What follows belongs to an exercise in optimizing a design on an open flow for small area, a short achievable clock period and few clock cycles per item; a production flow would make more cautious choices. Only simulation tests tie the RTL to the original design; equivalence was not proved.

==> flow/design.v, too long to show whole: its modules and the start of the top module <==
// module round56: 32 lines
// module round56n: 31 lines
// module cpa44: 8 lines
// module cpa62c: 9 lines
// module sum_align: 13 lines
// module sum_round: 23 lines
// module fa_cell: 4 lines
// module ha_cell: 4 lines
// module bessel0_fp64: 7139 lines
module bessel0_fp64 (
    input  wire        clk,
    input  wire        rst,
    input  wire        in_valid,
    output wire        in_ready,
    input  wire [63:0] x,
    output reg         out_valid,
    input  wire        out_ready,
    output reg  [63:0] y
);
  // ...
==> flow/run.sh <==
#!/bin/bash
# synth_recipe.tcl (not shown) runs the flow's synth.tcl, then flattens the netlist and writes it again
# the make line also repeats each setting of config.mk as NAME=value (left out here)
make -C /OpenROAD-flow-scripts/flow DESIGN_CONFIG=/design/flow/config.mk WORK_HOME=/design/flow/orfs CLKGATE_MAP_FILE= SYNTH_SCRIPT=/design/flow/synth_recipe.tcl finish
==> flow/config.mk <==
export PLATFORM = sky130hd
export DESIGN_NAME = bessel0_fp64
export DESIGN_NICKNAME = bessel0_fp64
export VERILOG_FILES = /design/flow/design.v
export SDC_FILE = /design/flow/constraint.sdc
export NUM_CORES = 4
export LEC_CHECK = 0
export ABC_AREA = 1
export ABC_CLOCK_PERIOD_IN_PS = 5000
export CAP_MARGIN = 20
export CORE_MARGIN = 2
export CORE_UTILIZATION = 40
export PLACE_DENSITY = 0.55
export SLEW_MARGIN = 50
export SYNTH_HIERARCHICAL = 1
export SYNTH_MINIMUM_KEEP_SIZE = 0
==> flow/constraint.sdc <==
create_clock -name core_clock -period 30.0 [get_ports {clk}]
set_input_delay 6.0000 -clock core_clock [delete_from_list [all_inputs] [get_ports {clk}]]
set_output_delay 6.0000 -clock core_clock [all_outputs]
set_load 0.01 [all_outputs]
==> impl_metrics.toml, run 1 <==
[outcome]
status = "finished clean"

[sta]
slew_viol_final = 0
fin_worst_skew_ns = 0.119
grt_setup_unrepaired = "false"
finalSetupViolCount = 0

[final_layout]
inverters_excl_clock = 2611
fillCellCount = 55391
num-nonclk-buffers = 458
multi_input_area_share_pct = 52.8
antenna_cells = 144
final_cell_mix = "nand2_1, dfxtp_1, inv_1, fa_1, xor2_1"

[floorplanning]
start_util_pct = 40.1
die_area_sq_mm = 0.581

[detailed_routing]
met1Wirelength_microns = 357000
wirelength_microns = 891000
top_layer = "met5"
num_vias = 186673
wl_met2_microns = 357000

[worst_setup_path]
cp.required_ns = 24.00
crit_start = "out_valid$_SDFFE_PP0P_"

[grt]
use_met3_pct = 11.5
grt_pass1_vias = 185208
antenna_found_initial = 74
grt.busiest_layer = "met2"

[clock_network]
ctsResizeCount = 0
numClockSinks = 4000
Testbench counts, summed over its fixed seeds: cycles 8,120, items 128.
==> inputs of run 2 (changes only) <==
--- a/flow/design.v
+++ b/flow/design.v
@@ -230,16 +230,17 @@
     reg v13; reg [6:0] it13; reg [3:0] sn13; reg fn13; reg fo13; reg fz13; reg [51:0] hf13; reg [10:0] hx13; reg [5:0] dd13; reg [7:0] d313;
     reg v14; reg [6:0] it14; reg [3:0] sn14; reg fn14; reg fo14; reg fz14; reg [51:0] hf14; reg [10:0] hx14; reg [5:0] dd14; reg [7:0] d314;
     reg v15; reg [6:0] it15; reg [3:0] sn15; reg fn15; reg fo15; reg fz15; reg [51:0] hf15; reg [10:0] hx15; reg [5:0] dd15; reg [7:0] d315;
     reg v16; reg [6:0] it16; reg [3:0] sn16; reg fn16; reg fo16; reg fz16; reg [51:0] hf16; reg [10:0] hx16; reg [5:0] dd16; reg [7:0] d316;
     reg [61:0] pxh1, pyh1, qxh1, qyh1;
     reg        pci1, pst1, qci1, qst1;
     reg signed [12:0] ep1, eq1;
     reg signed [13:0] d01;
+    reg [5:0] k1;
     reg [51:0] sf1; reg [9:0] se1;
     reg [51:0] sf4; reg [9:0] se4;
     reg [51:0] sf5; reg [9:0] se5;
     reg [51:0] sf6; reg [9:0] se6;
     reg [51:0] sf7; reg [9:0] se7;
     reg [51:0] sf8; reg [9:0] se8;
     reg [51:0] sf9; reg [9:0] se9;
     reg [51:0] sf10; reg [9:0] se10;
@@ -6984,36 +6985,38 @@
                 if (v[j]) tz53 = j[5:0];
         end
     endfunction
     wire [5:0] s1_tzt = tz53(s1_t);
     wire [5:0] s1_tzh = tz53(s1_h);
     wire s1_ps = ({1'b0, s1_tzt} + {1'b0, s1_tzh}) < 7'd50;
     wire s1_qs = s1_tzt < 6'd25;
     wire s1_pc, s1_qc;
+    wire signed [12:0] s1_ep = {te16[11], te16} + $signed({2'b00, hx16}) - 13'sd1023;
     cpa44 u_lo_p (.x(s1_mx[43:0]), .y(s1_my[43:0]), .co(s1_pc));
     cpa44 u_lo_q (.x(s1_qx[43:0]), .y(s1_qy[43:0]), .co(s1_qc));
     always @(posedge clk) begin
         pxh1 <= s1_mx[105:44]; pyh1 <= s1_my[105:44]; pci1 <= s1_pc; pst1 <= s1_ps;
         qxh1 <= s1_qx[105:44]; qyh1 <= s1_qy[105:44]; qci1 <= s1_qc; qst1 <= s1_qs;
-        ep1  <= {te16[11], te16} + $signed({2'b00, hx16}) - 13'sd1023;
+        ep1  <= s1_ep;
+        k1   <= kshift({s1_ep[12], s1_ep});
         eq1  <= {te16[11], te16} + {te16[11], te16};
         d01  <= $signed({4'd0, se16}) - ({te16[11], te16[11], te16} + {te16[11], te16[11], te16});
         sf1  <= sf16; se1 <= se16;
     end
     always @(posedge clk) begin
         it1 <= it16; sn1 <= sn16; fn1 <= fn16; fo1 <= fo16; fz1 <= fz16; hf1 <= hf16; hx1 <= hx16; dd1 <= dd16; d31 <= d316;
         if (rst) v1 <= 1'b0; else v1 <= v16;
     end
     wire [61:0] s2_pw, s2_qw;
     cpa62c u_hi_p (.x(pxh1), .y(pyh1), .ci(pci1), .s(s2_pw));
     cpa62c u_hi_q (.x(qxh1), .y(qyh1), .ci(qci1), .s(s2_qw));
     wire [55:0] s2_pp = s2_pw[61:6];
     wire [55:0] s2_qq = s2_qw[61:6];
-    wire [5:0]  s2_k  = kshift({ep1[12], ep1});
+    wire [5:0]  s2_k  = k1;
     wire [54:0] s2_pr, s2_qr;
     round56  u_rnd_p (.p(s2_pp), .stlo(pst1), .k0(s2_k), .r(s2_pr));
     round56n u_rnd_q (.p(s2_qq), .stlo(qst1), .r(s2_qr));
     wire signed [12:0] s2_p1 = ep1 + 13'sd1, s2_p2 = ep1 + 13'sd2;
     wire signed [12:0] s2_q1 = eq1 + 13'sd1, s2_q2 = eq1 + 13'sd2;
     wire signed [12:0] s2_pe = s2_pr[53] ? s2_p2 : s2_pr[52] ? s2_p1 : ep1;
     wire signed [12:0] s2_qe = s2_qr[53] ? s2_q2 : s2_qr[52] ? s2_q1 : eq1;
     wire s2_po0 = ep1 > 13'sd1023, s2_po1 = ep1 > 13'sd1022, s2_po2 = ep1 > 13'sd1021;
==> run 2 against run 1 <==
- final area shrank 0.25%
- die area is essentially flat
- worst hold slack lost 0.0025 ns
- wire length shrank 3.7%
- critical path depth grew 1
- utilization shrank 0.11 points
- highest routed layer unchanged
==> impl_metrics.toml, run 2 <==
[worst_setup_path]
cpLargestDelayFamily = "buffers and inverters"
cp_slowest_stage_delay_ns = 0.63
critical_path_class = "flip-flop to primary output"
endpoint_kind = "primary output"
critPathMaxFanout = 15
worst-path-buf-inv = 1
cp_cell_sequence = "nand2_4 > clkdlybuf4s50_1"
critPathLaunchType = "flip-flop"
cp.required_ns = 24.00
arrival_ns = 2.42
cpMaxStageDelayCell = "clkdlybuf4s50_1"

[sta]
finalWorstSetupSlack_ns = 21.58
grt_setup_unrepaired = "false"
finalSetupViolCount = 0
fin_worst_skew_ns = 0.132
hold_viol = 0
fin_crit_ns = 8.42
relSlewSlack_pct = 41.1
hold_slack_ns = 0.257
fin_crit_sh_pct = 28.1
slew_viol_final = 0
fin_tns_setup_ns = 0
fmax_ghz = 0.119
worstMarginPinSlew_ns = 0.883

[final_layout]
multi_input_area_sq_mm = 0.134
register_area_sq_mm = 0.0816
drive_gt1_share_pct = 7.04
area_growth_pct = 10.2
final_cell_mix = "nand2_1, dfxtp_1, inv_1, fa_1, xor2_1"
fillCellCount = 55636
stdcell_area_sq_mm = 0.253
final_core_util_pct = 44.2
final_nets = 28044
final_cells = 33101
top_regs = "ir_x: 63 flops, y: 63 flops"
mostFrequentLayoutCell = "nand2_1"

[yosys]
synth_area_sq_mm = 0.230
synthCells = 25496
yosys_warnings = 10
syn_area_per_cell_sq_um = 9.02

[placed_design]
dp_slack_ns = 21.48
placed_cell_area_sq_mm = 0.239
gp_congestion = 0.995
placed_cells = 32335
dp_hpwl_microns = 628000
io_buffers = 131

[grt]
grt_pass1_vias = 182755
grtUsageTotal_pct = 28.8
grt_max_degree = 105
grt_first_pass_wirelength_microns = 1250000
antenna_found_initial = 48
overflow = 0

[floorplanning]
die_h_microns = 762
core_area_sq_mm = 0.573
io_pins = 134
start_util_pct = 40.1
row_count = 278
die_w_microns = 762
die_area_sq_mm = 0.581

[outcome]
status = "finished clean"

[clock_network]
clk_pin_slew_ns = 0.06
root_buffer = "clkbuf_16"
cts_tree = "yes"
ctsResizeCount = 0
cts_buffers = 392
numClockSinks = 4006
htreeDepth = 5
clockBufferDepth = 4
postCtsSetupRepairBufs = 0
hold_buffers = 0
clock_latency_ns = 1.08

[detailed_routing]
routed_via_density = 5.58
ant_nets = 0
first_iter_violations = 20488
drc_errors = 0
avgRoutedWirePerCell_microns = 25.9
num_vias = 184837
first_pass_iters = 9
wirelength_microns = 858000

[worst_hold_path]
hp-class = "flip-flop to flip-flop"

[run]
drv_cap = 0
run 2: cell types whose count changed in the layout (fill, tap and decap cells not counted), moves of 29 or more:
cell and change:
nand2_1 -51, diode_2 -108, buf_4 +83, o21ai_0 +41
a21oi_1 +29, dfxtp_1 +44, dfxtp_2 -37, nor2_1 +30
run 2: cell type report:
type | instances | area share, %
Timing Repair Buffer | 496 | 1.83
Clock inverter | 180 | 0.908
Tap cell | 7560 | 3.73
Clock buffer | 538 | 4.42
Antenna cell | 36 | 0.0356
Sequential cell | 4006 | 32.2
Multi-Input combinational cell | 17681 | 52.9
Inverter | 2604 | 3.91
run 2: final timing paths:
check        depth (start not counted)              from              to  slack (ns)
max                                  2    v15$_SDFF_PP0_        in_ready       21.58
max reg2reg                         16  bn16[18]$_DFF_P_    pci1$_DFF_P_       22.19
min reg2reg                          0    hx4[9]$_DFF_P_  hx5[9]$_DFF_P_        0.26
min                                  0    hx4[9]$_DFF_P_  hx5[9]$_DFF_P_        0.26
run 2: layer usage:
| layer | part of all wire, % | wire length, microns | up-vias | GRT usage (%) |
|---|---|---|---|---|
| li1 | - | - | 82270 | - |
| met1 | 41 | 355000 | 89579 | 38.4 |
| met2 | 41 | 356000 | 10186 | 42.4 |
| met3 | 11 | 91300 | 2776 | 8.44 |
| met4 | 6.5 | 55800 | 26 | 15.1 |
| met5 | 0.041 | 348 | - | 0.336 |
Testbench counts of run 2, summed over its fixed seeds: cycles 8,120, items 128.

==> what the ideal ports hide <==
The flow's constraints put no driver on any port. The routed layouts listed below were extracted and timed again, unchanged, in two steps. Step 1 (the two cells are an assumption about what drives the block):
set clk [get_ports {clk}]
set_driving_cell -lib_cell sky130_fd_sc_hd__clkbuf_16 $clk
set_driving_cell -lib_cell sky130_fd_sc_hd__buf_2 [delete_from_list [all_inputs] $clk]
Step 2 adds t to the input delays and takes it off the output delays; t is the mean of the earliest and latest rising clock arrival at the registers after step 1. Input paths then give back, and output paths get back, about the clock's delay inside the block. Slacks: no drivers / after step 1 / after step 2; pairs: no drivers / after step 1.
run | t, ns | slack for setup (ns) | worst setup path at the end | latest minus earliest clock arrival (ns) | slew at the worst register clock pin (ns)
run 1 | 1.143 | 21.744 / 21.608 / 21.375 | input to register | 0.144 / 0.144 | 0.07 / 0.07
run 2 | 1.127 | 21.584 / 21.465 / 21.698 | input to register | 0.151 / 0.151 | 0.10 / 0.10
After both steps setup and hold are still met in every run listed. For run 1, which loses most, drivers alone change the setup slack by -0.136 ns; drivers and shift together by -0.369 ns.
